Source: an optimization exercise on an open RTL-to-GDS flow (aim: small area and few clock cycles). Production flows keep margins and buffers that such runs may drop. RTL that was checked went through simulation tests only; none was proved equivalent to the original. The RTL of run 2 was laid out without a check of its function. Power and IR drop assume default switching activity.

### flow/flow/abc_map.script
&get -n
&st
&dch
&nf -R 1000
&put
mfs2
strash
&get -n
&dch
&nf -R 1000
&put
mfs2
strash
&get -n
&dch
&nf -R 1000
&put
mfs2
strash
&get -n
&dch
&nf -R 1000
&put
mfs2
strash
&get -n
&dch
&nf -R 1000
&put
topo
stime -c
### flow/standard.sh
#!/bin/bash
# synth_recipe.tcl (not shown) runs the flow's synth.tcl, then flattens the netlist and writes it again
# the make line also repeats each setting of config.mk as NAME=value (left out here)
make -C /OpenROAD-flow-scripts/flow DESIGN_CONFIG=/design/flow/config.mk WORK_HOME=/design/flow/orfs CLKGATE_MAP_FILE= SYNTH_SCRIPT=/design/flow/synth_recipe.tcl "${@:-finish}"
### flow/constraint.sdc
create_clock -name core_clock -period 6.0 [get_ports {clk}]
set_input_delay 1.2000 -clock core_clock [delete_from_list [all_inputs] [get_ports {clk}]]
set_output_delay 1.2000 -clock core_clock [all_outputs]
set_load 0.01 [all_outputs]
### flow/config.mk
export PLATFORM = sky130hd
export DESIGN_NAME = gree_ir_codec
export DESIGN_NICKNAME = gree_ir_codec
export VERILOG_FILES = /design/flow/design.v
export SDC_FILE = /design/flow/constraint.sdc
export NUM_CORES = 4
export LEC_CHECK = 0
export CAP_MARGIN = 20
export CORE_MARGIN = 2
export CORE_UTILIZATION = 58
export SLEW_MARGIN = 20
### flow/flow/run.sh
#!/bin/bash
# Layout flow: the standard ORFS flow with three changes.
#  1. Synthesis maps the logic with an area-oriented ABC script (flow/abc_map.script)
#     in place of ORFS's delay-oriented one; everything else in synthesis is the
#     standard script, so the registers are the standard synthesis's.
#  2. Port buffers are sky130_fd_sc_hd__buf_1 cells.
#  3. CTS uses small clock buffers and no dummy loads.
# Each step's output goes to its own log file in this folder.
set -euo pipefail
W=$(pwd)
rm -rf "$W/scripts_area"
cp -r "$FLOW_HOME/scripts" "$W/scripts_area"
cp "$W/flow/abc_map.script" "$W/scripts_area/abc_speed.script"

bash "$W/standard.sh" "SCRIPTS_DIR=$W/scripts_area" synth > "$W/log_1_synth.txt" 2>&1
bash "$W/standard.sh" \
  "BUFFER_PORTS_ARGS=-buffer_cell sky130_fd_sc_hd__buf_1" \
  "CTS_ARGS=-sink_clustering_enable -repair_clock_nets -dont_use_dummy_load -buf_list sky130_fd_sc_hd__clkbuf_8" \
  finish > "$W/log_2_layout.txt" 2>&1
### flow/design.v
module gree_ir_codec (
    input  wire        clk,
    input  wire        rst,           
    input  wire        cmd_valid,
    output wire        cmd_ready,
    input  wire [31:0] cmd_word,
    input  wire [63:0] cmd_din,
    output wire        rsp_valid,
    output wire        rsp_illegal,
    output wire [63:0] rsp_val,
    output wire        tx_valid,
    input  wire        tx_ready,
    output wire        tx_mark,
    output wire [31:0] tx_dur,
    output wire [7:0]  rx_addr,
    input  wire [31:0] rx_data,
    input  wire [15:0] rx_len
);
    localparam [31:0] T_HDR_MARK   = 32'd9000;
    localparam [31:0] T_HDR_SPACE  = 32'd4500;
    localparam [31:0] T_BIT_MARK   = 32'd620;
    localparam [31:0] T_ONE_SPACE  = 32'd1600;
    localparam [31:0] T_ZERO_SPACE = 32'd540;
    localparam [31:0] T_GAP        = 32'd19000;
    localparam [31:0] T_MSG        = 32'd19000;
    localparam [63:0] RESET_IMAGE  = 64'h5000200050200900;
    localparam [31:0] HM_LO = ((T_HDR_MARK + 50) * 75) / 100;
    localparam [31:0] HM_HI = ((T_HDR_MARK + 50) * 125 + 99) / 100;
    localparam [31:0] BM_LO = ((T_BIT_MARK + 50) * 75) / 100;
    localparam [31:0] BM_HI = ((T_BIT_MARK + 50) * 125 + 99) / 100;
    localparam [31:0] HS_LO = ((T_HDR_SPACE - 50) * 75) / 100;
    localparam [31:0] HS_HI = ((T_HDR_SPACE - 50) * 125 + 99) / 100;
    localparam [31:0] OS_LO = ((T_ONE_SPACE - 50) * 75) / 100;
    localparam [31:0] OS_HI = ((T_ONE_SPACE - 50) * 125 + 99) / 100;
    localparam [31:0] ZS_LO = ((T_ZERO_SPACE - 50) * 75) / 100;
    localparam [31:0] ZS_HI = ((T_ZERO_SPACE - 50) * 125 + 99) / 100;
    localparam [31:0] MSG_LO = (T_MSG * 75) / 100;
    localparam [7:0] OP_NOP        = 8'h00;
    localparam [7:0] OP_RESET      = 8'h01;
    localparam [7:0] OP_SET_RAW    = 8'h02;
    localparam [7:0] OP_GET_RAW    = 8'h03;
    localparam [7:0] OP_FIXUP      = 8'h04;
    localparam [7:0] OP_CSUM_CALC  = 8'h05;
    localparam [7:0] OP_CSUM_VREC  = 8'h06;
    localparam [7:0] OP_CSUM_VD    = 8'h07;
    localparam [7:0] OP_SET_POWER  = 8'h10;
    localparam [7:0] OP_GET_POWER  = 8'h11;
    localparam [7:0] OP_SET_MODE   = 8'h12;
    localparam [7:0] OP_GET_MODE   = 8'h13;
    localparam [7:0] OP_SET_TEMP   = 8'h14;
    localparam [7:0] OP_GET_TEMP   = 8'h15;
    localparam [7:0] OP_SET_FAN    = 8'h16;
    localparam [7:0] OP_GET_FAN    = 8'h17;
    localparam [7:0] OP_SET_SWING  = 8'h18;
    localparam [7:0] OP_GET_SWAUTO = 8'h19;
    localparam [7:0] OP_GET_SWPOS  = 8'h1A;
    localparam [7:0] OP_SET_SLEEP  = 8'h1B;
    localparam [7:0] OP_GET_SLEEP  = 8'h1C;
    localparam [7:0] OP_SET_TURBO  = 8'h1D;
    localparam [7:0] OP_GET_TURBO  = 8'h1E;
    localparam [7:0] OP_SET_LIGHT  = 8'h1F;
    localparam [7:0] OP_GET_LIGHT  = 8'h20;
    localparam [7:0] OP_SET_XFAN   = 8'h21;
    localparam [7:0] OP_GET_XFAN   = 8'h22;
    localparam [7:0] OP_ENCODE     = 8'h30;
    localparam [7:0] OP_SEND       = 8'h31;
    localparam [7:0] OP_DECODE     = 8'h40;
    localparam [7:0] OP_GET_DEC    = 8'h41;
    localparam [7:0] OP_GET_DBITS  = 8'h42;
    function [3:0] csum;
        input [63:0] x;
        begin
            csum = 4'd10 + x[3:0] + x[11:8] + x[19:16] + x[27:24]
                 + x[39:36] + x[47:44] + x[55:52];
        end
    endfunction
    function integer ypos;
        input integer k;
        begin
            if (k < 32) begin
                if (k[2] == 1'b0) ypos = (k / 8) * 4 + k % 4;             
                else              ypos = 32 + (k / 8) * 4 + k % 4;        
            end else begin
                if (k[2] == 1'b1) ypos = 16 + ((k - 32) / 8) * 4 + k % 4;  
                else              ypos = 48 + ((k - 32) / 8) * 4 + k % 4;  
            end
        end
    endfunction
    reg [63:0] rec;
    reg [63:0] dec_y;         
    reg        enc_act;       
    reg        dec_act;       
    reg [7:0]  cnt;           
    reg [15:0] num;           
    reg        nbw;           
    reg        nnz;           
    reg [3:0]  acc;           
    reg        acc_c;         
    reg        rsp_q;
    wire [7:0]  opc   = cmd_word[31:24];
    wire [7:0]  fa    = cmd_word[23:16];
    wire [7:0]  fb    = cmd_word[15:8];
    wire [7:0]  fc    = cmd_word[7:0];
    wire [15:0] imm16 = cmd_word[15:0];
    reg legal;
    always @(*) begin
        case (opc)
            OP_NOP, OP_RESET, OP_GET_RAW, OP_FIXUP, OP_CSUM_CALC, OP_CSUM_VREC,
            OP_GET_POWER, OP_GET_MODE, OP_GET_TEMP, OP_GET_FAN, OP_GET_SWAUTO,
            OP_GET_SWPOS, OP_GET_SLEEP, OP_GET_TURBO, OP_GET_LIGHT, OP_GET_XFAN,
            OP_GET_DEC, OP_GET_DBITS,
            OP_SET_RAW, OP_CSUM_VD:
                legal = (cmd_word[23:0] == 24'd0);
            OP_SET_POWER, OP_SET_SLEEP, OP_SET_TURBO, OP_SET_LIGHT, OP_SET_XFAN:
                legal = (fa[7:1] == 7'd0) && (fb == 8'd0) && (fc == 8'd0);
            OP_SET_MODE, OP_SET_TEMP, OP_SET_FAN:
                legal = (fb == 8'd0) && (fc == 8'd0);
            OP_SET_SWING:
                legal = (fa[7:1] == 7'd0) && (fc == 8'd0);
            OP_ENCODE:
                legal = 1'b1;
            OP_SEND:
                legal = (fa == 8'd0);
            OP_DECODE:
                legal = (fa[7:1] == 7'd0);
            default:
                legal = 1'b0;
        endcase
    end
    wire busy   = enc_act | dec_act;
    wire accept = cmd_valid & cmd_ready & ~rst;
    wire go     = accept & legal;
    wire start_enc = go & ((opc == OP_ENCODE && fa >= 8'd8) || opc == OP_SEND);
    wire start_dec = go & (opc == OP_DECODE);
    wire [3:0] cs_val = csum((opc[2:0] == 3'b111) ? cmd_din : rec);
    wire [3:0] temp_code    = (rec[2:0] == 3'd0) ? 4'd9 :
                              (fa[7:4] == 4'd0) ? 4'd0 :
                              (fa[7:4] != 4'd1 || fa[3:0] == 4'd15) ? 4'd14 : fa[3:0];
    wire [1:0] fan_clamped  = (fa > 8'd3) ? 2'd3 : fa[1:0];
    wire [1:0] fan_final    = (rec[2:0] == 3'd2) ? 2'd1 : fan_clamped;
    reg [3:0] swing_pos;
    always @(*) begin
        if (fa[0]) begin
            if (fb == 8'd1 || fb == 8'd7 || fb == 8'd9 || fb == 8'd11)
                swing_pos = fb[3:0];
            else
                swing_pos = 4'd1;
        end else begin
            if (fb >= 8'd2 && fb <= 8'd6)
                swing_pos = fb[3:0];
            else
                swing_pos = 4'd0;
        end
    end
    reg [6:0] small_d;
    always @(*) begin
        small_d = 7'd0;
        case (opc)
            OP_CSUM_CALC:  small_d[3:0] = cs_val;
            OP_CSUM_VREC:  small_d[0]   = (rec[63:60] == cs_val);
            OP_CSUM_VD:    small_d[0]   = (cmd_din[63:60] == cs_val);
            OP_GET_POWER:  small_d[0]   = rec[3] & rec[19];
            OP_GET_MODE:   small_d[2:0] = rec[2:0];
            OP_GET_TEMP:   small_d[4:0] = {1'b1, rec[11:8]};
            OP_GET_FAN:    small_d[1:0] = rec[5:4];
            OP_GET_SWAUTO: small_d[0]   = rec[6];
            OP_GET_SWPOS:  small_d[3:0] = rec[35:32];
            OP_GET_SLEEP:  small_d[0]   = rec[7];
            OP_GET_TURBO:  small_d[0]   = rec[20];
            OP_GET_LIGHT:  small_d[0]   = rec[21];
            OP_GET_XFAN:   small_d[0]   = rec[23];
            OP_GET_DBITS:  small_d[6]   = 1'b1;
            default: ;
        endcase
    end
    wire       c_hm   = (cnt == 8'd0);
    wire       c_hs   = (cnt == 8'd1);
    wire       c_mark = ~cnt[0];
    wire       c_data = cnt[0] && ((cnt >= 8'd3 && cnt <= 8'd65) || (cnt >= 8'd75 && cnt <= 8'd137));
    wire       c_zero = (cnt == 8'd67) || (cnt == 8'd71);
    wire       c_one  = (cnt == 8'd69);
    wire [6:0] m      = cnt[7:1];
    wire [1:0] u_lo   = {m[1] ~^ m[0], ~m[0]};                
    wire       u_b2   = m[2] ^ (m[1:0] == 2'd0);              
    wire       ck_nib = m[6] & (m[2:0] != 3'd0);              
    wire       tx_bit    = rec[0];
    reg [31:0] enc_dur;
    always @(*) begin
        if (c_hm)               enc_dur = T_HDR_MARK;
        else if (c_mark)        enc_dur = T_BIT_MARK;
        else if (c_hs)          enc_dur = T_HDR_SPACE;
        else if (c_data)        enc_dur = tx_bit ? T_ONE_SPACE : T_ZERO_SPACE;
        else if (c_zero)        enc_dur = T_ZERO_SPACE;
        else if (c_one)         enc_dur = T_ONE_SPACE;
        else                    enc_dur = T_GAP;
    end
    assign tx_valid = enc_act;
    assign tx_mark  = ~cnt[0];
    assign tx_dur   = enc_dur;
    wire enc_last  = (cnt == 8'd139);
    wire enc_rot   = enc_act & tx_ready & (cnt[7:4] == 4'd0);
    wire nbit      = num[0] ^ nbw;
    wire strict    = nbw;
    wire enc_done  = enc_act & tx_ready & enc_last & ~nnz;
    wire m_hdr_mark  = (rx_data >= HM_LO) && (rx_data <= HM_HI);
    wire m_bit_mark  = (rx_data >= BM_LO) && (rx_data <= BM_HI);
    wire m_hdr_space = (rx_data >= HS_LO) && (rx_data <= HS_HI);
    wire m_one       = (rx_data >= OS_LO) && (rx_data <= OS_HI);
    wire m_zero      = (rx_data >= ZS_LO) && (rx_data <= ZS_HI);
    wire m_msg       = (rx_data >= MSG_LO);
    reg ent_ok;
    always @(*) begin
        if (c_hm)        ent_ok = m_hdr_mark;
        else if (c_mark) ent_ok = m_bit_mark;
        else if (c_hs)   ent_ok = m_hdr_space;
        else if (c_data) ent_ok = m_one | m_zero;
        else if (c_zero) ent_ok = m_zero;
        else if (c_one)  ent_ok = m_one;
        else             ent_ok = m_msg;
    end
    wire [14:0] lh5 = rx_len[15:1] - 15'd5;
    reg len_big;
    integer li;
    always @(*) begin
        len_big = rx_len[0];
        for (li = 0; li < 16; li = li + 1)
            len_big = ((li < 15 ? lh5[li] : 1'b0) & ~num[li]) |
                      (((li < 15 ? lh5[li] : 1'b0) | ~num[li]) & len_big);
    end
    wire len_ok  = (rx_len >= 16'd139) && len_big &&
                   !(strict && num != 16'd64);
    wire cs_bad  = strict && (cnt == 8'd11) && (acc != 4'd0);
    wire dec_bad = ~len_ok | ~ent_ok | cs_bad;
    wire dec_end = (cnt == 8'd139) || (cnt == 8'd1 && rx_len < 16'd140);
    wire dec_done = dec_act & (dec_bad | dec_end);
    wire dec_succ = dec_act & ~dec_bad & dec_end;
    wire       cs_bit  = c_data & ~u_b2;
    wire       cs_b    = m_one ^ ck_nib;
    wire       cs_ci   = acc_c & (u_lo != 2'd0);
    wire       cs_s    = acc[0] ^ cs_b ^ cs_ci;
    wire       cs_co   = (acc[0] & cs_b) | (acc[0] & cs_ci) | (cs_b & cs_ci);
    reg [7:0] dec_next;
    always @(*) begin
        if (cnt == 8'd137)      dec_next = 8'd11;
        else if (cnt == 8'd129) dec_next = 8'd0;
        else if (cnt == 8'd138) dec_next = 8'd1;
        else if (cnt == 8'd1)   dec_next = 8'd139;
        else if (cnt[2:0] == 3'b001) dec_next = cnt + 8'd10;
        else                    dec_next = cnt + 8'd2;
    end
    assign rx_addr = cnt;
    assign cmd_ready   = ~busy | enc_done;
    assign rsp_valid   = rsp_q | enc_done;
    wire       ill_q   = num[7];
    wire       sel_rec = num[8];
    wire       sel_dec = num[9];
    assign rsp_illegal = ill_q;
    wire [63:0] dec_rec;
    genvar gk;
    generate
        for (gk = 0; gk < 64; gk = gk + 1) begin : g_unscr
            assign dec_rec[gk] = dec_y[ypos(gk)];
        end
    endgenerate
    assign rsp_val = ({64{sel_rec}} & rec) | ({64{sel_dec}} & dec_rec)
                   | {57'd0, num[6:0]};
    always @(posedge clk) begin
        rsp_q   <= (accept & ~(start_enc | start_dec)) | (dec_done & ~rst);
        if (rst) begin
            enc_act <= 1'b0;
            dec_act <= 1'b0;
        end else begin
            if (enc_done) enc_act <= 1'b0;
            if (dec_done) dec_act <= 1'b0;
            if (start_enc) enc_act <= 1'b1;
            if (start_dec) dec_act <= 1'b1;
        end
        if (start_enc | start_dec) begin
            cnt    <= start_dec ? 8'd3 : 8'd0;
            num    <= imm16;
            nbw    <= start_dec & fa[0];
            nnz    <= 1'b0;
            acc    <= 4'd11;
        end else if (enc_act) begin
            if (enc_rot) begin
                num <= {nbit, num[15:1]};
                nbw <= nbw & ~num[0];
                nnz <= nnz | nbit;
            end
            if (tx_ready) begin
                if (enc_last) begin
                    cnt <= 8'd0;
                    nbw <= 1'b1;
                    nnz <= 1'b0;
                end else begin
                    cnt <= cnt + 8'd1;
                end
            end
        end else if (dec_act) begin
            cnt <= dec_next;
            if (dec_done) num[9:0] <= {9'd0, dec_succ};
            if (c_data)
                dec_y <= {m_one, dec_y[63:1]};
            if (cs_bit)
            begin
                acc   <= {cs_s, acc[3:1]};
                acc_c <= cs_co;
            end
        end
        if (accept & ~(start_enc | start_dec))
            num[9:0] <= {go & (opc == OP_GET_DEC), go & (opc == OP_GET_RAW),
                         ~legal, go ? small_d : 7'd0};
        if (rst) begin
            rec <= RESET_IMAGE;
        end else if (enc_act && tx_ready && c_data) begin
            rec <= {rec[0], rec[63:1]};
        end else if (go) begin
            case (opc)
                OP_RESET:     rec <= RESET_IMAGE;
                OP_SET_RAW:   rec <= cmd_din;
                OP_GET_RAW, OP_FIXUP, OP_SEND:
                              rec[63:60] <= cs_val;
                OP_SET_POWER: begin
                    rec[3]  <= fa[0];
                    rec[19] <= fa[0];
                end
                OP_SET_MODE: begin
                    if (fa == 8'd0) begin
                        rec[11:8] <= 4'd9;
                        rec[2:0]  <= 3'd0;
                    end else if (fa == 8'd2) begin
                        rec[5:4]  <= 2'd1;
                        rec[2:0]  <= 3'd2;
                    end else if (fa == 8'd1 || fa == 8'd3 || fa == 8'd4) begin
                        rec[2:0]  <= fa[2:0];
                    end else begin
                        rec[2:0]  <= 3'd0;
                    end
                end
                OP_SET_TEMP:  rec[11:8] <= temp_code[3:0];
                OP_SET_FAN:   rec[5:4]  <= fan_final;
                OP_SET_SWING: begin
                    rec[6]     <= fa[0];
                    rec[35:32] <= swing_pos;
                end
                OP_SET_SLEEP: rec[7]  <= fa[0];
                OP_SET_TURBO: rec[20] <= fa[0];
                OP_SET_LIGHT: rec[21] <= fa[0];
                OP_SET_XFAN:  rec[23] <= fa[0];
                default: ;
            endcase
        end
    end
endmodule
==> results of run 1 <==
## where the power goes
| group | switching (mW) | internal, mW | total (mW) |
|---|---|---|---|
| logic | 0.159 | 0.102 | 0.261 |
| clock network | 0.361 | 0.251 | 0.611 |
| registers | 0.00299 | 1.16 | 1.16 |
## registers in the layout, summed over array words and instances (netlist names)
name / count
enc_act: 1
rsp_q: 1
dec_act: 1
num: 16
rec: 64
nnz: 1
cnt: 8
acc: 4
acc_c: 1
nbw: 1
dec_y: 64
## kinds of logic (layout without fill, tap and decap cells)
group                      after synthesis  count (layout)
and+or+nand+nor                        374             374
AOI/OAI and AO/OA                      365             365
DFF                                    162             162
buffers and inverters                   54             307
xor gates and xnor gates                37              37
muxes                                   34              34
adders and majority gates               31              31
other                                    1              20
## cells in the mapped netlist, types with 6 or more instances
cell type  count  area [um^2]
nand2_1      146          548
edfxtp_1      90         2700
nor2_1        84          315
o21ai_0       80          400
dfxtp_1       72         1440
a21oi_1       61          305
a22o_1        61          534
a22oi_1       52          390
clkinv_1      32          120
nor3_1        32          160
nand3_1       30          150
mux2i_1       25          250
xnor2_1       23          201
buf_4         22          165
o22ai_1       20          125
nor4_1        18          113
ha_1          17          213
a211oi_1      14          105
nand2b_1      14         87.6
xor2_1        14          123
fa_1          12          240
a221o_1       11          110
a221oi_1      11         96.3
a31oi_1        9         56.3
mux2_1         9          101
nand4_1        9         56.3
a32oi_1        7         61.3
and3_1         7         43.8
nor2b_1        7         43.8
and2_0         6         37.5
or3_1          6         37.5
## how the worst min path moves through the flow
stage	slack (ns)	endpoint	start
2_1_floorplan	0.43	dec_y[0]	dec_y[1]
3_3_place_gp	0.43	dec_y[33]	dec_y[34]
3_5_place_dp	0.43	dec_y[35]	dec_y[36]
4_1_cts	0.43	dec_y[14]	dec_y[15]
5_1_grt	0.44	dec_y[14]	dec_y[15]
6_report	0.43	dec_y[14]	dec_y[15]
## worst max-delay path: cells and delay by family
kind | cells | cell delay (ns)
adder cells (fa/ha/maj) | 5 | 2.10
buffers and inverters | 5 | 0.59
AND/OR/NAND/NOR | 2 | 0.27
multiplexers | 1 | 0.35
AO/OA/AOI/OAI | 3 | 0.42
XOR/XNOR | 5 | 0.78
## cell type report
type | count | share of cell area [%]
Antenna cell | 1 | 0.0222
Clock buffer | 17 | 2.07
Inverter | 32 | 1.06
Multi-Input combinational cell | 860 | 48.3
Sequential cell | 162 | 36.7
Tap cell | 220 | 2.44
Timing Repair Buffer | 258 | 9.40
## per-layer routing
| metal | track usage (%) | vias up | part of all wire [%] |
|---|---|---|---|
| met3 | 7.56 | 69 | 8.3 |
| li1 | - | 4597 | - |
| met5 | 0 | - | 0.070 |
| met2 | 57.0 | 513 | 48 |
| met1 | 46.1 | 4630 | 41 |
| met4 | 11.1 | 4 | 2.7 |
## stage by stage
step | hold slack, ns | instance area [um^2]
2_1_floorplan | 0.427 | 9870
3_3_place_gp | 0.429 | 11100
3_5_place_dp | 0.435 | 11100
4_1_cts | 0.433 | 11300
5_1_grt | 0.437 | 11300
6_report | 0.427 | 11300
==> flow_summary_export.csv, run 1 <==
group,metric,value,unit
layout,layout_common_cells,"buf_1 (236), nand2_1 (146), edfxtp_1 (90)",
drt,drc,0,
drt,finalWirelength,31400,um
cts,cts_buffer_depth,2,
timing,relSlewSlack,28.1,%
worst_setup_path,reg2reg_from,"rec[2]",
power,ir_worst_vdd,0.173,mV
grt,grt_start_max_net_pins,71,
grt,antenna_found_initial,2,
cts,cts_root_buf,"clkbuf_8",
grt,grt_pass1_wl,48800,um
drt,drt-pass1-iter-count,6,
worst_setup_path,crit_required,6.19,ns
logic_synthesis,synth_warnings,1,
worst_setup_path,worstSetupPathType,"input port to flip-flop",
worst_setup_path,crit_fanout,21,
logic_synthesis,yosysUniqueCellTypes,55,
layout,fillerInstances,1459,
layout,synthToLayoutAreaGrowth,15.3,%
worst_setup_path,crit_path_start,"cmd_word[26]",
worst_setup_path,slowest_stage,"fa_1",
logic_synthesis,yosys_register_bits,162,
worst_setup_path,end_kind,"flip-flop",
power,p_leak,3.79,nW
worst_hold_path,min_path_cells,0,
layout,multiInputGateArea,5460,um^2
timing,setup_viol,0,
timing,tns,0,ns
logic_synthesis,synth_top_family_by_area,"compound AO/OA/AOI/OAI gates",
floorplan,die_h,134,um
floorplan,floorplan.initialDensity,59.3,%
floorplan,pin_count,257,
grt,grt_pass1_vias,8946,
timing,final-hold-violation-count,0,
layout,nets,1508,
layout,stdcell_count,1550,
logic_synthesis,synth_xor_area_share,3.31,%
cts,clk_pin_slew,0.10,ns
timing,setup_ws,0.459,ns
worst_setup_path,worstPathCellList,"buf_1, nand3_2, buf_12, mux2_1, fa_1, fa_1, clkinv_1, fa_1, clkinv_1, fa_1, ha_1, xor2_1, xnor2_1, xnor2_1, xnor2_1, xnor2_1, buf_4, o211ai_1, nand3_1, a21oi_1, o21ai_0",
logic_synthesis,syn-cell-area,9800,um^2
placed_design,place_congestion,0.968,
grt,grt_usage,34.7,%
layout,ff_latch_area,4140,um^2
logic_synthesis,synth_mux_area_share,3.59,%
logic_synthesis,synth-compound-area-share,25.6,%
power,cellPowerDensity,180,nW/um^2
logic_synthesis,synth_ff_type,"edfxtp_1",
cts,cts_resized,0,
timing,worstMarginPinSlew,1.07,ns
drt,post_drt_wl_per_cell,20.3,um
worst_setup_path,rr_worst_depth,17,
logic_synthesis,syn_area_per_cell,9.26,um^2
cts,cts_tree,"yes",
worst_setup_path,startpoint_type,"input port",
timing,fin_crit_sh,92.4,%
cts,htreeDepth,4,
placed_design,port_buffers,237,
timing,rsz0062_at_grt,"no",
outcome,run_status,"complete, no violations",
layout,utilization,68.3,%
placed_design,pre_cts_slack,0.0379,ns
timing,slew_violations,0,
logic_synthesis,ys_seq_area_share,42.3,%
cts,clock_latency,0.46,ns
worst_hold_path,hold_class,"flip-flop to flip-flop",
drt,route.vias.total,9813,
run,max_cap_violations,0,
logic_synthesis,async_flop_share,0,%
logic_synthesis,synth-edff-count,90,
logic_synthesis,synth_simple_gate_area_share,17.4,%
floorplan,core_area,16500,um^2
worst_setup_path,cpPeakStageDelay,0.53,ns
worst_setup_path,arrival,5.73,ns
drt,antenna_left,0,
timing,finalCriticalPeriod,5.54,ns
timing,fmax,180,MHz
worst_setup_path,r2r_slack,1.12,ns
cts,postCtsSetupBuffers,0,
power,total_power,2.04,mW
layout,drive_gt1_share,3.16,%
worst_setup_path,regToRegEndpoint,"num[0]",
placed_design,dp_cells,1532,
cts,postCtsHoldBufs,0,
drt,vias_per_cell,6.33,
cts,numCtsBuffers,17,
drt,drt_iter0_drc,932,
logic_synthesis,synth_fa_ha_area_share,4.83,%
worst_setup_path,critPathCapture,"num[0]",
logic_synthesis,netlist_instances,1058,
floorplan,dieArea,17900,um^2
layout,final_common_cell,"buf_1",
placed_design,place_hpwl,22700,um
timing,finClkSkew,0.0425,ns
floorplan,row_count,47,
floorplan,die_x,134,um
cts,numClockSinks,162,
grt,overflow,0,
Testbench counts, summed over its fixed seeds: cycles 482,311.
==> run 2, diff against run 1 <==
--- a/flow/design.v
+++ b/flow/design.v
@@ -175,2 +175,3 @@
     end
+    wire       n139   = cnt[7] & cnt[3] & cnt[1] & cnt[0];              
     wire       c_hm   = (cnt == 8'd0);
@@ -178,5 +179,6 @@
     wire       c_mark = ~cnt[0];
-    wire       c_data = cnt[0] && ((cnt >= 8'd3 && cnt <= 8'd65) || (cnt >= 8'd75 && cnt <= 8'd137));
-    wire       c_zero = (cnt == 8'd67) || (cnt == 8'd71);
-    wire       c_one  = (cnt == 8'd69);
+    wire       c_zero = cnt[6] & (cnt[5:3] == 3'd0) & cnt[1] & cnt[0];    
+    wire       c_one  = cnt[6] & (cnt[5:0] == 6'd5);                     
+    wire       c_gap  = cnt[6] & (cnt[5:0] == 6'd9);                     
+    wire       c_data = cnt[0] & ~c_hs & ~c_zero & ~c_one & ~c_gap & ~n139;
     wire [6:0] m      = cnt[7:1];
@@ -199,3 +201,3 @@
     assign tx_dur   = enc_dur;
-    wire enc_last  = (cnt == 8'd139);
+    wire enc_last  = n139;
     wire enc_rot   = enc_act & tx_ready & (cnt[7:4] == 4'd0);
@@ -233,3 +235,3 @@
     wire dec_bad = ~len_ok | ~ent_ok | cs_bad;
-    wire dec_end = (cnt == 8'd139) || (cnt == 8'd1 && rx_len < 16'd140);
+    wire dec_end = n139 || (c_hs && rx_len < 16'd140);
     wire dec_done = dec_act & (dec_bad | dec_end);
@@ -243,6 +245,6 @@
     always @(*) begin
-        if (cnt == 8'd137)      dec_next = 8'd11;
-        else if (cnt == 8'd129) dec_next = 8'd0;
-        else if (cnt == 8'd138) dec_next = 8'd1;
-        else if (cnt == 8'd1)   dec_next = 8'd139;
+        if (cnt[7] & cnt[3] & ~cnt[1] & cnt[0])        dec_next = 8'd11;    
+        else if (cnt[7] & (cnt[3:0] == 4'b0001))        dec_next = 8'd0;     
+        else if (cnt[7] & cnt[3] & cnt[1] & ~cnt[0])    dec_next = 8'd1;     
+        else if (c_hs)                                  dec_next = 8'd139;
         else if (cnt[2:0] == 3'b001) dec_next = cnt + 8'd10;
--- a/flow/config.mk
+++ b/flow/config.mk
@@ -9,3 +9,3 @@
 export CORE_MARGIN = 2
-export CORE_UTILIZATION = 58
+export CORE_UTILIZATION = 50
 export SLEW_MARGIN = 20
==> run 2 against run 1 <==
Effect of this change: register-to-register slack gained 0.10 ns; worst hold slack gained 0.011 ns; worst setup slack gained 0.10 ns; final cell count grew 2.9%; synthesized cell count shrank 0.66%; maximum frequency grew 1.9%; routed wire length grew 3.3%; die area grew 15%.
==> flow_summary_export.csv, run 2 <==
group,metric,value,unit
outcome,run_status,"complete, no violations",
cts,cts_buffer_depth,2,
placed_design,place_hpwl,23600,um
logic_synthesis,synth_ff_type,"edfxtp_1",
grt,grt_usage,31.1,%
floorplan,pin_count,257,
logic_synthesis,syn-cell-area,9760,um^2
drt,drt-pass1-iter-count,5,
floorplan,die_h,144,um
layout,top_regs,"dec_y (64), rec (64), num (16)",
floorplan,floorplan.initialDensity,50.5,%
layout,multiInputGateArea,5450,um^2
cts,cts_resized,0,
drt,antenna_left,0,
logic_synthesis,synth_top_family_by_area,"compound AO/OA/AOI/OAI gates",
worst_setup_path,reg2reg_from,"rec[2]",
layout,diodes,0,
power,internal_power,1.51,mW
drt,finalWirelength,32500,um
power,p_sw_share,25.4,%
timing,finalCriticalPeriod,5.44,ns
worst_setup_path,r2r_slack,1.22,ns
logic_synthesis,syn_area_per_cell,9.29,um^2
grt,grt_pass1_wl,49300,um
logic_synthesis,yosysTopAreaCell,"edfxtp_1",
floorplan,core_area,19300,um^2
placed_design,port_buffers,237,
cts,cts_tree,"yes",
drt,route.vias.total,9766,
layout,nets,1508,
worst_setup_path,startpoint_type,"input port",
timing,worstMarginPinSlew,0.975,ns
logic_synthesis,synth-edff-count,90,
drt,drc,0,
cts,postCtsSetupBuffers,0,
logic_synthesis,ys_seq_area_share,42.4,%
logic_synthesis,synth_xor_area_share,3.68,%
logic_synthesis,yosysMostFrequentCell,"nand2_1",
timing,setup_ws,0.561,ns
placed_design,place_congestion,0.894,
placed_design,dp_cells,1578,
drt,vias_per_cell,6.12,
cts,clock_latency,0.47,ns
floorplan,die_x,144,um
run,max_cap_violations,0,
logic_synthesis,yosys.area.top_type_share,27.7,%
logic_synthesis,synth-compound-area-share,25.5,%
worst_setup_path,crit_fanout,28,
logic_synthesis,synth_fa_ha_area_share,4.72,%
cts,clk_pin_slew,0.09,ns
power,seq_power_share,57.7,%
layout,layout_common_cells,"buf_1 (236), nand2_1 (124), edfxtp_1 (90)",
timing,tns,0,ns
logic_synthesis,synth_warnings,1,
cts,numCtsBuffers,17,
placed_design,pre_cts_slack,0.127,ns
logic_synthesis,synth_simple_gate_area_share,17.7,%
worst_setup_path,arrival,5.76,ns
timing,final-hold-violation-count,0,
logic_synthesis,netlist_instances,1051,
layout,synthToLayoutAreaGrowth,16.7,%
worst_setup_path,end_kind,"flip-flop",
grt,overflow,0,
worst_hold_path,hold_class,"flip-flop to flip-flop",
timing,finClkSkew,0.0469,ns
power,p_leak,3.86,nW
worst_setup_path,crit_path_start,"cmd_word[26]",
worst_setup_path,worstSetupPathType,"input port to flip-flop",
timing,fin_crit_sh,90.7,%
logic_synthesis,synth_commonest_cells,"nand2_1 (124), nor2_1 (91), edfxtp_1 (90)",
layout,fillerInstances,1840,
timing,setup_viol,0,
logic_synthesis,synth_mux_area_share,3.18,%
grt,grt_pass1_vias,8876,
timing,relSlewSlack,34.2,%
power,p_switching,512,uW
power,cellPowerDensity,177,nW/um^2
floorplan,row_count,51,
floorplan,dieArea,20700,um^2
cts,numClockSinks,162,
drt,drt_iter0_drc,909,
timing,fmax,184,MHz
timing,slew_violations,0,
drt,post_drt_wl_per_cell,20.4,um
layout,stdcell_count,1595,
power,ir_worst_vdd,0.125,mV
logic_synthesis,yosys_register_bits,162,
logic_synthesis,synthTopCellsByArea,"edfxtp_1 (28%), dfxtp_1 (15%), a22o_1 (5.4%), nand2_1 (4.8%), o21ai_0 (4.6%)",
cts,htreeDepth,4,
logic_synthesis,async_flop_share,0,%
power,combinationalPowerShare,12.4,%
power,power.clock.fraction,29.9,%
layout,final_common_cell,"buf_1",
worst_setup_path,crit_required,6.32,ns
timing,rsz0062_at_grt,"no",
cts,cts_root_buf,"clkbuf_8",
timing,holdWs,0.438,ns
grt,grt_start_max_net_pins,67,
cts,postCtsHoldBufs,0,
worst_hold_path,min_from,"dec_y[46]",
logic_synthesis,yosysUniqueCellTypes,58,
layout,drive_gt1_share,3.91,%
grt,antenna_found_initial,2,
layout,ff_latch_area,4140,um^2
[run 2: cells by family (layout without fill, tap and decap cells)]
family | Yosys count | count (layout)
adders and majority gates | 30 | 30
buffers and inverters | 50 | 311
muxes | 30 | 30
xor gates and xnor gates | 41 | 41
AOI/OAI and AO/OA | 363 | 363
and+or+nand+nor | 374 | 374
other | 1 | 19
DFF | 162 | 162
[run 2: metal layers]
| layer | vias to the layer above | part of all wire [%] | GRT usage, % |
|---|---|---|---|
| met2 | 455 | 44 | 46.8 |
| met1 | 4636 | 44 | 44.5 |
| met4 | 4 | 2.8 | 9.70 |
| met3 | 65 | 9.0 | 7.13 |
| li1 | 4606 | - | - |
| met5 | - | 0.092 | 0 |
[run 2: power by group through the flow]
stage	combinational [mW]	clock, mW	sequential, mW
global route	0.275	0.657	1.16
finish	0.250	0.604	1.16
detailed placement	0.247	0	1.19
CTS	0.248	0.616	1.16
floorplan	0.136	0	1.19
global placement	0.245	0	1.19
[run 2: path summary, 6_finish.rpt]
check | end | cells past startpoint
worst max-delay path | num[0] | 20
worst min register to register | dec_y[45] | 0
worst max register to register | num[0] | 16
worst min-delay path | dec_y[45] | 0
[run 2: worst max-delay path, stage by stage]
cell	delay [ns]
buf_1	0.13
nand3_2	0.11
buf_12	0.18
mux2_1	0.35
fa_1	0.50
fa_1	0.50
clkinv_1	0.10
fa_1	0.44
clkinv_1	0.07
fa_1	0.41
ha_1	0.21
xor2_1	0.15
xnor2_1	0.18
xnor2_1	0.11
xnor2_1	0.42
o21ai_0	0.17
a21oi_1	0.14
nor2_1	0.07
o31ai_1	0.19
a21o_1	0.11
[run 2: metrics by stage]
step	utilization [%]	cell area [um^2]	total power [mW]
floorplan	-	9840	1.33
global placement	57.7	11200	1.43
detailed placement	57.7	11200	1.44
CTS	58.9	11400	2.03
global route	58.9	11400	2.10
finish	58.9	11400	2.02
[run 2: final cells by class]
| type | instances | share of cell area, % |
|---|---|---|
| multi-input combinational | 857 | 47.8 |
| sequential | 162 | 36.4 |
| clock buffer | 17 | 2.05 |
| inverter | 28 | 0.922 |
| timing repair buffer | 266 | 9.95 |
| tap | 265 | 2.91 |
==> run 3, diff against run 2 <==
--- a/flow/design.v
+++ b/flow/design.v
@@ -80,6 +80,6 @@
             if (k < 32) begin
-                if (k[2] == 1'b0) ypos = (k / 8) * 4 + k % 4;             
+                if (k[2] == 1'b0) ypos = 16 + (k / 8) * 4 + k % 4;        
                 else              ypos = 32 + (k / 8) * 4 + k % 4;        
             end else begin
-                if (k[2] == 1'b1) ypos = 16 + ((k - 32) / 8) * 4 + k % 4;  
+                if (k[2] == 1'b1) ypos = ((k - 32) / 8) * 4 + k % 4;       
                 else              ypos = 48 + ((k - 32) / 8) * 4 + k % 4;  
@@ -96,4 +96,2 @@
     reg        nnz;           
-    reg [3:0]  acc;           
-    reg        acc_c;         
     reg        rsp_q;
@@ -175,3 +173,2 @@
     end
-    wire       n139   = cnt[7] & cnt[3] & cnt[1] & cnt[0];              
     wire       c_hm   = (cnt == 8'd0);
@@ -179,6 +176,5 @@
     wire       c_mark = ~cnt[0];
-    wire       c_zero = cnt[6] & (cnt[5:3] == 3'd0) & cnt[1] & cnt[0];    
-    wire       c_one  = cnt[6] & (cnt[5:0] == 6'd5);                     
-    wire       c_gap  = cnt[6] & (cnt[5:0] == 6'd9);                     
-    wire       c_data = cnt[0] & ~c_hs & ~c_zero & ~c_one & ~c_gap & ~n139;
+    wire       c_data = cnt[0] && ((cnt >= 8'd3 && cnt <= 8'd65) || (cnt >= 8'd75 && cnt <= 8'd137));
+    wire       c_zero = (cnt == 8'd67) || (cnt == 8'd71);
+    wire       c_one  = (cnt == 8'd69);
     wire [6:0] m      = cnt[7:1];
@@ -201,3 +197,3 @@
     assign tx_dur   = enc_dur;
-    wire enc_last  = n139;
+    wire enc_last  = (cnt == 8'd139);
     wire enc_rot   = enc_act & tx_ready & (cnt[7:4] == 4'd0);
@@ -233,5 +229,8 @@
                    !(strict && num != 16'd64);
+    wire dec_first = cnt[6] & (cnt[5:0] == 6'd3);
+    wire [3:0] acc   = num[3:0];
+    wire       acc_c = num[4];
     wire cs_bad  = strict && (cnt == 8'd11) && (acc != 4'd0);
-    wire dec_bad = ~len_ok | ~ent_ok | cs_bad;
-    wire dec_end = n139 || (c_hs && rx_len < 16'd140);
+    wire dec_bad = (dec_first & ~len_ok) | ~ent_ok | cs_bad;
+    wire dec_end = (cnt == 8'd139) || (cnt == 8'd1 && rx_len < 16'd140);
     wire dec_done = dec_act & (dec_bad | dec_end);
@@ -245,6 +244,7 @@
     always @(*) begin
-        if (cnt[7] & cnt[3] & ~cnt[1] & cnt[0])        dec_next = 8'd11;    
-        else if (cnt[7] & (cnt[3:0] == 4'b0001))        dec_next = 8'd0;     
-        else if (cnt[7] & cnt[3] & cnt[1] & ~cnt[0])    dec_next = 8'd1;     
-        else if (c_hs)                                  dec_next = 8'd139;
+        if (cnt == 8'd137)      dec_next = 8'd3;
+        else if (cnt == 8'd57)  dec_next = 8'd11;
+        else if (cnt == 8'd129) dec_next = 8'd0;
+        else if (cnt == 8'd138) dec_next = 8'd1;
+        else if (cnt == 8'd1)   dec_next = 8'd139;
         else if (cnt[2:0] == 3'b001) dec_next = cnt + 8'd10;
@@ -280,3 +280,3 @@
         if (start_enc | start_dec) begin
-            cnt    <= start_dec ? 8'd3 : 8'd0;
+            cnt    <= start_dec ? 8'd67 : 8'd0;
             num    <= imm16;
@@ -284,3 +284,2 @@
             nnz    <= 1'b0;
-            acc    <= 4'd11;
         end else if (enc_act) begin
@@ -302,10 +301,10 @@
             cnt <= dec_next;
-            if (dec_done) num[9:0] <= {9'd0, dec_succ};
             if (c_data)
                 dec_y <= {m_one, dec_y[63:1]};
+            if (dec_first)
+                num[4:0] <= {1'b0, 4'd11};
             if (cs_bit)
-            begin
-                acc   <= {cs_s, acc[3:1]};
-                acc_c <= cs_co;
-            end
+                num[4:0] <= {cs_co, cs_s, acc[3:1]};
+            if (dec_done)
+                num[9:0] <= {9'd0, dec_succ};
         end
==> flow/flow/abc_map.script (replaced) <==
&get -n
&st
&dch
&nf -R 1000
&put
mfs2
strash
&get -n
&st
&dch
&nf -R 1000
&put
mfs2
strash
&get -n
&st
&dch
&nf -R 1000
&put
mfs2
strash
&get -n
&st
&dch
&nf -R 1000
&put
mfs2
strash
&get -n
&st
&dch
&nf -R 1000
&put
mfs2
strash
&get -n
&st
&dch
&nf -R 1000
&put
mfs2
strash
&get -n
&dch
&nf -R 1000
&put
topo
stime -c
--- a/flow/config.mk
+++ b/flow/config.mk
@@ -7,5 +7,5 @@
 export LEC_CHECK = 0
-export CAP_MARGIN = 20
+export CAP_MARGIN = 0
 export CORE_MARGIN = 2
 export CORE_UTILIZATION = 50
-export SLEW_MARGIN = 20
+export SLEW_MARGIN = 0
==> run 3 against run 2 <==
Effect of this change: still clean on timing, DRC and antenna; critical path depth grew 1; first-iteration DRC count up 18%; global-route usage is 0.86 points higher; via count grew 0.26%; clock-buffer cell count unchanged; worst hold slack better by 0.013 ns; synthesized area fell by 1.2%; die area down 1.1%; sequential power about the same; critical endpoint unchanged; highest routed layer is now met4.
==> flow_summary_export.csv, run 3 <==
group,metric,value,unit
outcome,run_status,"complete, no violations",
logic_synthesis,synth-edff-count,89,
drt,antenna_left,0,
logic_synthesis,synth_warnings,1,
layout,drive_gt1_share,4.48,%
grt,overflow,0,
drt,drt-pass1-iter-count,5,
cts,cts_buffer_depth,2,
cts,clock_latency,0.48,ns
worst_setup_path,crit_required,6.19,ns
cts,clk_pin_slew,0.11,ns
layout,top_regs,"dec_y (64), rec (64), num (16)",
power,cellPowerDensity,176,nW/um^2
worst_setup_path,rr_worst_depth,19,
layout,synthToLayoutAreaGrowth,17.3,%
floorplan,floorplan.initialDensity,51.2,%
grt,grt_start_max_net_pins,71,
placed_design,pre_cts_slack,-0.191,ns
placed_design,place_hpwl,23900,um
floorplan,row_count,50,
timing,worstMarginPinSlew,1.03,ns
worst_setup_path,startpoint_type,"input port",
grt,grt_usage,32.0,%
layout,nets,1496,
logic_synthesis,synth_commonest_cells,"nand2_1 (116), edfxtp_1 (89), o21ai_0 (87)",
run,max_cap_violations,0,
cts,cts_resized,0,
logic_synthesis,synth_ff_type,"edfxtp_1",
cts,postCtsHoldBufs,0,
drt,drt_iter0_drc,1072,
logic_synthesis,netlist_instances,1033,
timing,setup_ws,0.268,ns
timing,relSlewSlack,31.6,%
logic_synthesis,yosys_register_bits,157,
layout,diodes,0,
logic_synthesis,syn-cell-area,9650,um^2
logic_synthesis,yosysUniqueCellTypes,58,
power,total_power,1.99,mW
timing,setup_viol,0,
worst_setup_path,arrival,5.92,ns
cts,cts_tree,"yes",
logic_synthesis,ys_seq_area_share,41.8,%
cts,postCtsSetupBuffers,0,
cts,numCtsBuffers,17,
drt,drc,0,
drt,finalWirelength,32700,um
worst_setup_path,crit_fanout,10,
layout,fillerInstances,1777,
drt,vias_per_cell,6.21,
timing,final-hold-violation-count,0,
timing,fmax,174,MHz
cts,numClockSinks,157,
layout,final_common_cell,"buf_1",
logic_synthesis,synthTopCellsByArea,"edfxtp_1 (28%), dfxtp_1 (14%), a22o_1 (5.5%), o21ai_0 (4.5%), nand2_1 (4.5%)",
layout,postLayoutCellArea,11300,um^2
placed_design,place_congestion,0.926,
floorplan,core_area,18800,um^2
timing,finalCriticalPeriod,5.73,ns
worst_setup_path,worstSetupPathType,"input port to flip-flop",
logic_synthesis,async_flop_share,0,%
timing,fin_crit_sh,95.5,%
logic_synthesis,yosysTopAreaCell,"edfxtp_1",
placed_design,port_buffers,237,
worst_hold_path,min_path_cells,0,
timing,finClkSkew,0.0371,ns
worst_setup_path,end_kind,"flip-flop",
floorplan,die_x,143,um
floorplan,die_h,143,um
layout,utilization,60.1,%
timing,holdWs,0.451,ns
logic_synthesis,syn_area_per_cell,9.34,um^2
power,p_leak,3.76,nW
drt,route.vias.total,9791,
power,ir_worst_vdd,0.133,mV
layout,layout_common_cells,"buf_1 (236), nand2_1 (116), edfxtp_1 (89)",
drt,post_drt_wl_per_cell,20.7,um
logic_synthesis,yosysMostFrequentCell,"nand2_1",
timing,slew_violations,0,
floorplan,dieArea,20400,um^2
placed_design,placed_cell_area,11100,um^2
cts,htreeDepth,4,
grt,grt_pass1_wl,50100,um
floorplan,pin_count,257,
cts,cts_root_buf,"clkbuf_8",
logic_synthesis,yosys.area.top_type_share,27.7,%
worst_hold_path,hold_class,"flip-flop to flip-flop",
grt,antenna_found_initial,0,
grt,grt_pass1_vias,8872,
-- run 3: logic make-up (layout without fill, tap and decap cells) --
group	count (synthesis)	count (layout)	synth area share, %
and+or+nand+nor	362	362	17.6
AOI/OAI and AO/OA	359	359	25.8
DFF	157	157	41.8
buffers and inverters	52	318	2.88
xor gates and xnor gates	42	42	3.81
muxes	31	31	3.38
adders and majority gates	29	29	4.69
other	1	19	0.0389
-- run 3: routing by layer --
metal  global-route usage [%]  wire length [um]  share of wire (%)  vias to the layer above
met2                     48.5             14800                 45                      517
met5                        0                 0                  0                        -
met4                     8.29               555                1.7                        0
met1                     47.1             14300                 44                     4649
met3                     5.97              3010                9.2                       51
li1                         -                 -                  -                     4574
-- run 3: metrics by stage --
stage,TNS [ns],instances
global route,-0.0261,1577
global placement,-0.101,1560
floorplan,0,1051
CTS,0,1577
finish,0,1577
detailed placement,-0.295,1560
-- run 3: layout make-up --
cell class,count,area [um^2],area share [%]
well taps,260,325,2.87
flip-flops and latches,157,4030,35.6
inverters,30,113,0.995
repair buffers,271,1150,10.1
multi-input cells,842,5460,48.3
clock buffers,17,234,2.07
-- run 3: worst paths after layout --
path | startpoint | end | slack (ns)
min reg2reg | dec_y[59] | dec_y[58] | 0.45
max reg2reg | rec[2] | num[0] | 0.83
min | dec_y[59] | dec_y[58] | 0.45
max | cmd_word[26] | num[0] | 0.27
-- run 3: where the power goes --
group          internal, mW  switching (mW)
Sequential             1.13         0.00322
Combinational        0.0983           0.150
Clock                 0.250           0.364
-- run 3: worst max-delay path: stages --
cell and delay, ns:
buf_1 0.15, nand3_4 0.20, mux2i_1 0.20, fa_1 0.57, clkinv_1 0.11, fa_1 0.52, fa_1 0.54, fa_1 0.49
ha_1 0.21, xor2_1 0.15, xnor2_1 0.21, xnor2_1 0.11, xnor2_1 0.27, xnor2_2 0.14, nor2_1 0.13, a21oi_1 0.05
nand3_1 0.10, nand4_1 0.11, a221o_1 0.29, nand2_1 0.07, nand3_1 0.08
Testbench counts of run 3, summed over its fixed seeds: cycles 481,055.
==> run 4, diff against run 3 <==
--- a/flow/config.mk
+++ b/flow/config.mk
@@ -7,5 +7,5 @@
 export LEC_CHECK = 0
-export CAP_MARGIN = 0
+export CAP_MARGIN = 20
 export CORE_MARGIN = 2
 export CORE_UTILIZATION = 50
-export SLEW_MARGIN = 0
+export SLEW_MARGIN = 20
==> run 4 against run 3 <==
Effect of this change: register-to-register slack barely moved; synthesized cell count did not move; sequential power barely moved; highest routed layer unchanged; clock power barely moved; via count did not move; sequential cell count did not move; critical path depth did not move; still clean; worst setup slack did not move; largest power group unchanged; non-clock buffer count did not move; routed wire length did not move.
==> flow_summary_export.csv, run 4 <==
group,metric,value,unit
outcome,run_status,"complete, no violations",
placed_design,place_congestion,0.926,
drt,drt-pass1-iter-count,5,
layout,final_common_cell,"buf_1",
cts,cts_buffer_depth,2,
grt,overflow,0,
floorplan,row_count,50,
grt,grt_pass1_wl,50100,um
cts,cts_root_buf,"clkbuf_8",
logic_synthesis,syn_area_per_cell,9.34,um^2
worst_setup_path,crit_required,6.19,ns
timing,holdWs,0.451,ns
floorplan,die_h,143,um
floorplan,floorplan.initialDensity,51.2,%
timing,finalCriticalPeriod,5.73,ns
timing,worstMarginPinSlew,1.03,ns
placed_design,port_buffers,237,
logic_synthesis,yosysTopAreaCell,"edfxtp_1",
cts,numCtsBuffers,17,
worst_setup_path,cpPeakStageDelay,0.57,ns
floorplan,core_area,18800,um^2
drt,vias_per_cell,6.21,
layout,synthToLayoutAreaGrowth,17.3,%
grt,grt_usage,32.0,%
power,ir_worst_vdd,0.133,mV
timing,relSlewSlack,31.6,%
grt,grt_start_max_net_pins,71,
worst_setup_path,arrival,5.92,ns
layout,layout_common_cells,"buf_1 (236), nand2_1 (116), edfxtp_1 (89)",
worst_setup_path,slowest_stage,"fa_1",
worst_setup_path,crit_fanout,10,
cts,clk_pin_slew,0.11,ns
logic_synthesis,async_flop_share,0,%
layout,top_regs,"dec_y (64), rec (64), num (16)",
floorplan,die_x,143,um
power,cellPowerDensity,176,nW/um^2
logic_synthesis,yosysUniqueCellTypes,58,
timing,finClkSkew,0.0371,ns
power,p_leak,3.76,nW
layout,fillerInstances,1777,
run,max_cap_violations,0,
grt,grt_pass1_vias,8872,
grt,antenna_found_initial,0,
logic_synthesis,synth_commonest_cells,"nand2_1 (116), edfxtp_1 (89), o21ai_0 (87)",
layout,drive_gt1_share,4.48,%
worst_setup_path,path_common_cell,"fa_1",
logic_synthesis,synthTopCellsByArea,"edfxtp_1 (28%), dfxtp_1 (14%), a22o_1 (5.5%), o21ai_0 (4.5%), nand2_1 (4.5%)",
cts,numClockSinks,157,
logic_synthesis,netlist_instances,1033,
cts,htreeDepth,4,
logic_synthesis,yosys.area.top_type_share,27.7,%
timing,fin_crit_sh,95.5,%
logic_synthesis,synth-edff-count,89,
logic_synthesis,synth_warnings,1,
placed_design,place_hpwl,23900,um
timing,setup_viol,0,
drt,finalWirelength,32700,um
worst_hold_path,hold_class,"flip-flop to flip-flop",
logic_synthesis,yosysMostFrequentCell,"nand2_1",
timing,final-hold-violation-count,0,
layout,ff_latch_area,4030,um^2
floorplan,dieArea,20400,um^2
logic_synthesis,syn-cell-area,9650,um^2
layout,multiInputGateArea,5460,um^2
logic_synthesis,ys_seq_area_share,41.8,%
floorplan,pin_count,257,
layout,nets,1496,
logic_synthesis,yosys_register_bits,157,
drt,post_drt_wl_per_cell,20.7,um
layout,diodes,0,
worst_setup_path,worstPathCellList,"buf_1, nand3_4, mux2i_1, fa_1, clkinv_1, fa_1, fa_1, fa_1, ha_1, xor2_1, xnor2_1, xnor2_1, xnor2_1, xnor2_2, nor2_1, a21oi_1, nand3_1, nand4_1, a221o_1, nand2_1, nand3_1",
drt,antenna_left,0,
timing,fmax,174,MHz
cts,clock_latency,0.48,ns
worst_setup_path,worstSetupPathType,"input port to flip-flop",
drt,route.vias.total,9791,
timing,slew_violations,0,
drt,drt_iter0_drc,1072,
logic_synthesis,synth_ff_type,"edfxtp_1",
layout,utilization,60.1,%
cts,cts_tree,"yes",
drt,drc,0,
worst_setup_path,startpoint_type,"input port",
worst_setup_path,end_kind,"flip-flop",
run 4: cell counts in the layout (fill, tap and decap cells not counted):
Identical to the previous run, type by type.
run 4: stage by stage:
stage | cells | area [um^2] | power, mW | setup TNS [ns] | worst slack [ns]
after floorplan | 1051 | 9730 | 1.28 | 0 | 0.204
after global placement | 1560 | 11100 | 1.39 | -0.101 | -0.0755
after detailed placement | 1560 | 11100 | 1.39 | -0.295 | -0.191
after CTS | 1577 | 11300 | 1.99 | 0 | 0.259
after global routing | 1577 | 11300 | 2.06 | -0.0261 | -0.0261
final | 1577 | 11300 | 1.99 | 0 | 0.268
run 4: path summary, 6_finish.rpt:
path	start	to	slack, ns	depth (start not counted)
worst min-delay path	dec_y[59]	dec_y[58]	0.45	0
worst max register to register	rec[2]	num[0]	0.83	19
worst max-delay path	cmd_word[26]	num[0]	0.27	21
worst min register to register	dec_y[59]	dec_y[58]	0.45	0
run 4: repair_timing:
action	4_1_cts	5_1_grt
gates resized for setup	0	3
setup endpoints to repair	0	1
setup buffers	0	0
hold endpoints to repair	0	0
hold buffers	0	0
run 4: routing by layer:
layer	global-route usage, %	wire (um)	share of wire (%)
met2	48.5	14800	45
met3	5.97	3010	9.2
met4	8.29	555	1.7
met5	0	0	0
met1	47.1	14300	44
run 4: power breakdown:
part	internal [mW]	leakage (nW)	switching, mW
sequential	1.13	1.31	0.00322
combinational	0.0983	2.33	0.150
clock	0.250	0.122	0.364
total	1.47	3.76	0.518
run 4: kinds of logic after synthesis:
| logic type | count (synthesis) | share of synthesized area (%) |
|---|---|---|
| xor+xnor | 42 | 3.81 |
| fa+ha+maj | 29 | 4.69 |
| other cells | 1 | 0.0389 |
| buf+inv | 52 | 2.88 |
| flops | 157 | 41.8 |
| compound gates | 359 | 25.8 |
| simple gates | 362 | 17.6 |
| mux | 31 | 3.38 |
run 4: critical path: cells and delay by family:
kind / cells / cell delay, ns
buf+inv: 2 / 0.26
compound gates: 2 / 0.34
xor+xnor: 5 / 0.88
mux: 1 / 0.20
simple gates: 6 / 0.69
fa+ha+maj: 5 / 2.33
run 4: layout make-up:
type                    instances  area share (%)
repair buffers                271            10.1
multi-input cells             842            48.3
flip-flops and latches        157            35.6
well taps                     260            2.87
clock buffers                  17            2.07
inverters                      30           0.995
==> run 5, diff against run 4 <==
--- a/flow/design.v
+++ b/flow/design.v
@@ -242,2 +242,8 @@
     wire       cs_co   = (acc[0] & cs_b) | (acc[0] & cs_ci) | (cs_b & cs_ci);
+    wire       c_jmp    = dec_act & (cnt[2:0] == 3'b001);
+    wire       c_inc    = dec_act | cnt[0];
+    wire [1:0] c_lo     = m[1:0] + {1'b0, c_inc};
+    wire       c_ci     = c_jmp | (c_inc & (m[1:0] == 2'b11));
+    wire [4:0] c_hi     = m[6:2] + {4'd0, c_ci};
+    wire [7:0] cnt_step = {c_hi, c_jmp ? 2'b01 : c_lo, cnt[0] ^ ~dec_act};
     reg [7:0] dec_next;
@@ -249,4 +255,3 @@
         else if (cnt == 8'd1)   dec_next = 8'd139;
-        else if (cnt[2:0] == 3'b001) dec_next = cnt + 8'd10;
-        else                    dec_next = cnt + 8'd2;
+        else                    dec_next = cnt_step;
     end
@@ -296,3 +301,3 @@
                 end else begin
-                    cnt <= cnt + 8'd1;
+                    cnt <= cnt_step;
                 end
==> run 5 against run 4 <==
Effect of this change: still clean; routed wire length fell by 5.2%; worst setup slack improved by 0.021 ns; combinational power barely moved; non-clock buffer count fell by 11; critical path depth rose by 1; synthesized cell count fell by 2.3%; clock skew fell by 0.0071 ns; sequential share of layout area rose by 0.98 points; worst hold slack got worse by 0.011 ns; maximum frequency rose by 0.36%; final cell count fell by 3.8%; total power fell by 0.98%; critical path type unchanged; largest cell class unchanged; largest power group unchanged.
==> flow_summary_export.csv, run 5 <==
group,metric,value,unit
outcome,run_status,"complete, no violations",
drt,drt-pass1-iter-count,5,
logic_synthesis,async_flop_share,0,%
placed_design,place_hpwl,22700,um
timing,fmax,175,MHz
floorplan,die_h,142,um
timing,relSlewSlack,44.4,%
layout,top_regs,"dec_y (64), rec (64), num (16)",
timing,final-hold-violation-count,0,
worst_setup_path,arrival,5.97,ns
logic_synthesis,synth_commonest_cells,"nand2_1 (119), nor2_1 (90), edfxtp_1 (89)",
timing,setup_viol,0,
floorplan,floorplan.initialDensity,50.8,%
logic_synthesis,ys_seq_area_share,42.6,%
placed_design,place_congestion,0.954,
grt,use_met3,5.67,%
drt,route.vias.total,9336,
cts,clk_pin_slew,0.09,ns
timing,slew_violations,0,
placed_design,port_buffers,237,
cts,cts_buffer_depth,2,
timing,fin_crit_sh,95.2,%
grt,grt_usage,30.6,%
worst_setup_path,worstSetupPathType,"input port to flip-flop",
layout,fillerInstances,1804,
logic_synthesis,syn-cell-area,9470,um^2
cts,numClockSinks,157,
layout,drive_gt1_share,3.74,%
logic_synthesis,synthTopCellsByArea,"edfxtp_1 (28%), dfxtp_1 (14%), a22o_1 (5.7%), nand2_1 (4.7%), o21ai_0 (4.7%)",
floorplan,row_count,50,
logic_synthesis,netlist_instances,1009,
power,p_leak,3.62,nW
layout,multiInputGateArea,5270,um^2
grt,grt_start_max_net_pins,70,
logic_synthesis,yosysTopAreaCell,"edfxtp_1",
grt,grt_pass1_wl,47900,um
logic_synthesis,yosys_register_bits,157,
worst_hold_path,hold_class,"flip-flop to flip-flop",
logic_synthesis,synth-edff-count,89,
worst_setup_path,startpoint_type,"input port",
floorplan,die_x,142,um
logic_synthesis,yosysMostFrequentCell,"nand2_1",
layout,nets,1457,
drt,vias_per_cell,6.15,
power,ir_worst_vdd,0.125,mV
timing,finClkSkew,0.0300,ns
drt,drt_iter0_drc,765,
grt,antenna_found_initial,0,
grt,grt_pass1_vias,8649,
grt,use_met2,48.7,%
timing,finalCriticalPeriod,5.71,ns
grt,overflow,0,
drt,antenna_left,0,
layout,synthToLayoutAreaGrowth,16.3,%
drt,finalWirelength,31000,um
floorplan,pin_count,257,
logic_synthesis,yosysUniqueCellTypes,54,
power,cellPowerDensity,179,nW/um^2
timing,rsz0062_at_grt,"no",
layout,layout_common_cells,"buf_1 (236), nand2_1 (119), edfxtp_1 (89)",
logic_synthesis,syn_area_per_cell,9.38,um^2
cts,cts_tree,"yes",
floorplan,dieArea,20100,um^2
run,max_cap_violations,0,
grt,top_usage_layer,"met2",
cts,htreeDepth,4,
power,total_power,1.97,mW
logic_synthesis,synth_ff_type,"edfxtp_1",
drt,post_drt_wl_per_cell,20.4,um
logic_synthesis,synth_warnings,1,
worst_setup_path,crit_required,6.26,ns
timing,tns,0,ns
cts,postCtsSetupBuffers,0,
layout,final_common_cell,"buf_1",
worst_setup_path,end_kind,"flip-flop",
floorplan,core_area,18600,um^2
worst_setup_path,crit_fanout,13,
cts,clock_latency,0.46,ns
grt,use_met1,42.8,%
layout,ff_latch_area,4030,um^2
timing,worstMarginPinSlew,0.827,ns
cts,numCtsBuffers,17,
logic_synthesis,yosys.area.top_type_share,28.2,%
drt,drc,0,
cts,cts_root_buf,"clkbuf_8",
-- run 5: metrics by stage --
stage                     setup WS [ns]  hold WS (ns)  cell area, um^2  util (%)  std cells
after floorplan                  0.0224         0.427             9540         -       1027
after global placement          -0.0230         0.429            10800      57.8       1499
after detailed placement         -0.166         0.435            10800      57.8       1499
after CTS                         0.248         0.439            11000      59.0       1516
after global routing             0.0634         0.447            11000      59.1       1516
final                             0.289         0.440            11000      59.1       1517
-- run 5: what timing repair did --
action,4_1_cts,5_1_grt
setup endpoints to repair,0,1
hold buffers,0,0
gates resized for setup,0,2
-- run 5: cell type report --
class | count | share of cell area (%)
multi-input combinational | 821 | 47.9
sequential | 157 | 36.6
timing repair buffer | 260 | 9.77
tap | 234 | 2.66
clock buffer | 17 | 2.12
inverter | 27 | 0.920
antenna | 1 | 0.0227
-- run 5: kinds of logic (layout without fill, tap and decap cells) --
kind of cell             count (synthesis)  after routing  share of synthesized area, %
multiplexers                            34             34                          3.78
other                                    1             20                        0.0396
adder cells (fa/ha/maj)                 26             26                          4.36
XOR/XNOR                                37             37                          3.42
buffers and inverters                   49            304                          2.81
flip-flops                             157            157                          42.6
AND/OR/NAND/NOR                        357            357                          17.5
AO/OA/AOI/OAI                          348            348                          25.4
-- run 5: final timing paths --
path                 from         to  slack (ns)  cells past startpoint
min reg2reg     dec_y[13]  dec_y[12]        0.44                      0
min             dec_y[13]  dec_y[12]        0.44                      0
max          cmd_word[24]     num[0]        0.29                     22
max reg2reg        rec[2]     num[0]        0.99                     18
-- run 5: per-layer routing --
metal | vias to the layer above | share of wire (%) | routed length [um]
li1 | 4452 | - | -
met1 | 4488 | 44 | 13600
met2 | 360 | 47 | 14600
met3 | 36 | 7.0 | 2180
met4 | 0 | 2.1 | 660
met5 | - | 0 | 0
-- run 5: worst max-delay path, stage by stage --
cell	delay, ns
buf_1	0.21
nand3_2	0.13
buf_12	0.17
mux2_1	0.33
fa_1	0.52
fa_1	0.51
clkinv_1	0.08
fa_1	0.42
clkinv_1	0.07
fa_1	0.43
ha_1	0.22
xnor2_1	0.19
xnor2_1	0.15
xnor2_1	0.10
xnor2_1	0.33
xor2_1	0.19
o2111ai_1	0.15
a2111oi_2	0.23
nor3_1	0.09
nor2_1	0.10
a21oi_1	0.04
o21ai_0	0.10
-- run 5: report_power, final --
part           internal, mW  switching [mW]
sequential             1.13         0.00211
clock                 0.250           0.347
combinational        0.0982           0.150
Testbench counts of run 5, summed over its fixed seeds: cycles 481,055.
==> run 6, diff against run 5 <==
--- a/flow/flow/run.sh
+++ b/flow/flow/run.sh
@@ -17,3 +17,3 @@
   "BUFFER_PORTS_ARGS=-buffer_cell sky130_fd_sc_hd__buf_1" \
-  "CTS_ARGS=-sink_clustering_enable -repair_clock_nets -dont_use_dummy_load -buf_list sky130_fd_sc_hd__clkbuf_8" \
+  "CTS_ARGS=-sink_clustering_enable -sink_clustering_size 40 -sink_clustering_max_diameter 150 -sink_clustering_levels 1 -repair_clock_nets -dont_use_dummy_load -buf_list sky130_fd_sc_hd__clkbuf_8" \
   finish > "$W/log_2_layout.txt" 2>&1
==> run 6 against run 5 <==
Effect of this change: critical endpoint unchanged; routed wire length is the same; clock power is essentially flat; worst setup slack unchanged.
==> flow_summary_export.csv, run 6 <==
group,metric,value,unit
cts,clock_latency,0.46,ns
logic_synthesis,netlist_instances,1009,
cts,clk_pin_slew,0.09,ns
placed_design,port_buffers,237,
grt,grt_start_max_net_pins,70,
cts,cts_buffer_depth,2,
power,p_leak,3.62,nW
worst_setup_path,worstPathBufferInverterCount,4,
timing,tns,0,ns
worst_setup_path,r2r_slack,0.99,ns
floorplan,pin_count,257,
worst_setup_path,end_kind,"flip-flop",
logic_synthesis,synth_commonest_cells,"nand2_1 (119), nor2_1 (90), edfxtp_1 (89)",
floorplan,die_x,142,um
timing,finalCriticalPeriod,5.71,ns
worst_hold_path,hold_end,"dec_y[12]",
layout,fillerInstances,1804,
worst_hold_path,min_from,"dec_y[13]",
worst_hold_path,min_path_cells,0,
layout,top_regs,"dec_y (64), rec (64), num (16)",
worst_setup_path,regToRegEndpoint,"num[0]",
timing,finClkSkew,0.0300,ns
worst_setup_path,worstPathCellList,"buf_1, nand3_2, buf_12, mux2_1, fa_1, fa_1, clkinv_1, fa_1, clkinv_1, fa_1, ha_1, xnor2_1, xnor2_1, xnor2_1, xnor2_1, xor2_1, o2111ai_1, a2111oi_2, nor3_1, nor2_1, a21oi_1, o21ai_0",
grt,overflow,0,
layout,synthToLayoutAreaGrowth,16.3,%
cts,postCtsHoldBufs,0,
grt,antenna_found_initial,0,
logic_synthesis,synthTopCellsByArea,"edfxtp_1 (28%), dfxtp_1 (14%), a22o_1 (5.7%), nand2_1 (4.7%), o21ai_0 (4.7%)",
worst_setup_path,cpPeakStageDelay,0.52,ns
placed_design,place_congestion,0.954,
timing,worstMarginPinSlew,0.827,ns
outcome,run_status,"complete, no violations",
timing,rsz0062_at_grt,"no",
drt,drt_iter0_drc,765,
logic_synthesis,yosysUniqueCellTypes,54,
timing,relSlewSlack,44.4,%
layout,nets,1457,
worst_setup_path,arrival,5.97,ns
grt,grt_usage,30.6,%
cts,numCtsBuffers,17,
floorplan,dieArea,20100,um^2
floorplan,core_area,18600,um^2
timing,slew_violations,0,
drt,drc,0,
logic_synthesis,yosysMostFrequentCell,"nand2_1",
logic_synthesis,synth_ff_type,"edfxtp_1",
worst_setup_path,rr_worst_depth,18,
layout,multiInputGateArea,5270,um^2
drt,finalWirelength,31000,um
grt,grt_pass1_wl,47900,um
timing,setup_viol,0,
logic_synthesis,synth-edff-count,89,
logic_synthesis,yosys_register_bits,157,
timing,holdWs,0.440,ns
logic_synthesis,async_flop_share,0,%
power,cellPowerDensity,179,nW/um^2
drt,post_drt_wl_per_cell,20.4,um
logic_synthesis,syn-cell-area,9470,um^2
layout,layout_common_cells,"buf_1 (236), nand2_1 (119), edfxtp_1 (89)",
drt,drt-pass1-iter-count,5,
logic_synthesis,ys_seq_area_share,42.6,%
floorplan,floorplan.initialDensity,50.8,%
worst_setup_path,crit_required,6.26,ns
logic_synthesis,synth_warnings,1,
power,ir_worst_vdd,0.125,mV
timing,fin_crit_sh,95.2,%
floorplan,row_count,50,
worst_setup_path,slowest_stage,"fa_1",
cts,cts_tree,"yes",
placed_design,place_hpwl,22700,um
drt,route.vias.total,9336,
run 6: cell counts after synthesis:
No cell type changed its count.
run 6: area by class of cell:
| class | instances | area share [%] |
|---|---|---|
| diodes | 1 | 0.0227 |
| clock buffers | 17 | 2.12 |
| inverters | 27 | 0.920 |
| multi-input cells | 821 | 47.9 |
| flip-flops and latches | 157 | 36.6 |
| well taps | 234 | 2.66 |
| repair buffers | 260 | 9.77 |
run 6: logic make-up after synthesis:
logic type	synth area share, %
AO/OA/AOI/OAI	25.4
multiplexers	3.78
other	0.0396
XOR/XNOR	3.42
adder cells (fa/ha/maj)	4.36
AND/OR/NAND/NOR	17.5
buffers and inverters	2.81
flip-flops	42.6
run 6: report_power, final:
part           switching [mW]  internal [mW]
clock                   0.347          0.250
combinational           0.150         0.0982
sequential            0.00211           1.13
total                   0.498           1.47
run 6: metrics by stage:
step | setup slack, ns | std cells | cell area (um^2)
floorplan | 0.0224 | 1027 | 9540
global placement | -0.0230 | 1499 | 10800
detailed placement | -0.166 | 1499 | 10800
CTS | 0.248 | 1516 | 11000
global route | 0.0634 | 1516 | 11000
finish | 0.289 | 1517 | 11000
run 6: what timing repair did:
item	CTS	global route
gates resized for setup	0	2
setup endpoints to repair	0	1
endpoints found under the hold margin	0	0
run 6: worst reg2reg max path, delay by kind of cell (launching register included):
kind | cells | cell delay, ns
fa+ha+maj | 5 | 2.35
buf+inv | 1 | 0.08
xor+xnor | 5 | 0.96
compound gates | 4 | 0.52
flops | 1 | 0.55
simple gates | 2 | 0.19
mux | 1 | 0.17
run 6: worst max path at each step:
| stage | from | to | depth (start not counted) |
|---|---|---|---|
| 5_1_grt | cmd_word[24] | num[0] | 22 |
| 3_5_place_dp | cmd_word[24] | num[0] | 22 |
| 3_3_place_gp | cmd_word[26] | num[0] | 22 |
| 6_report | cmd_word[24] | num[0] | 22 |
| 2_1_floorplan | cmd_word[26] | num[0] | 20 |
| 4_1_cts | cmd_word[24] | num[0] | 21 |
run 6: layer usage:
metal	share of wire, %	GRT usage, %	wire length, um	vias to the layer above
met5	0	0	0	-
met4	2.1	8.84	660	0
met3	7.0	5.67	2180	36
met2	47	48.7	14600	360
met1	44	42.8	13600	4488
li1	-	-	-	4452

Re-timed with assumed drivers on the ports (clkbuf_16 on the clock, buf_2 on other inputs), run 6 has 0.310 ns of setup slack against 0.289 ns with ideal ports, and -0.179 ns once port delays also move by the mid clock arrival of 0.489 ns.
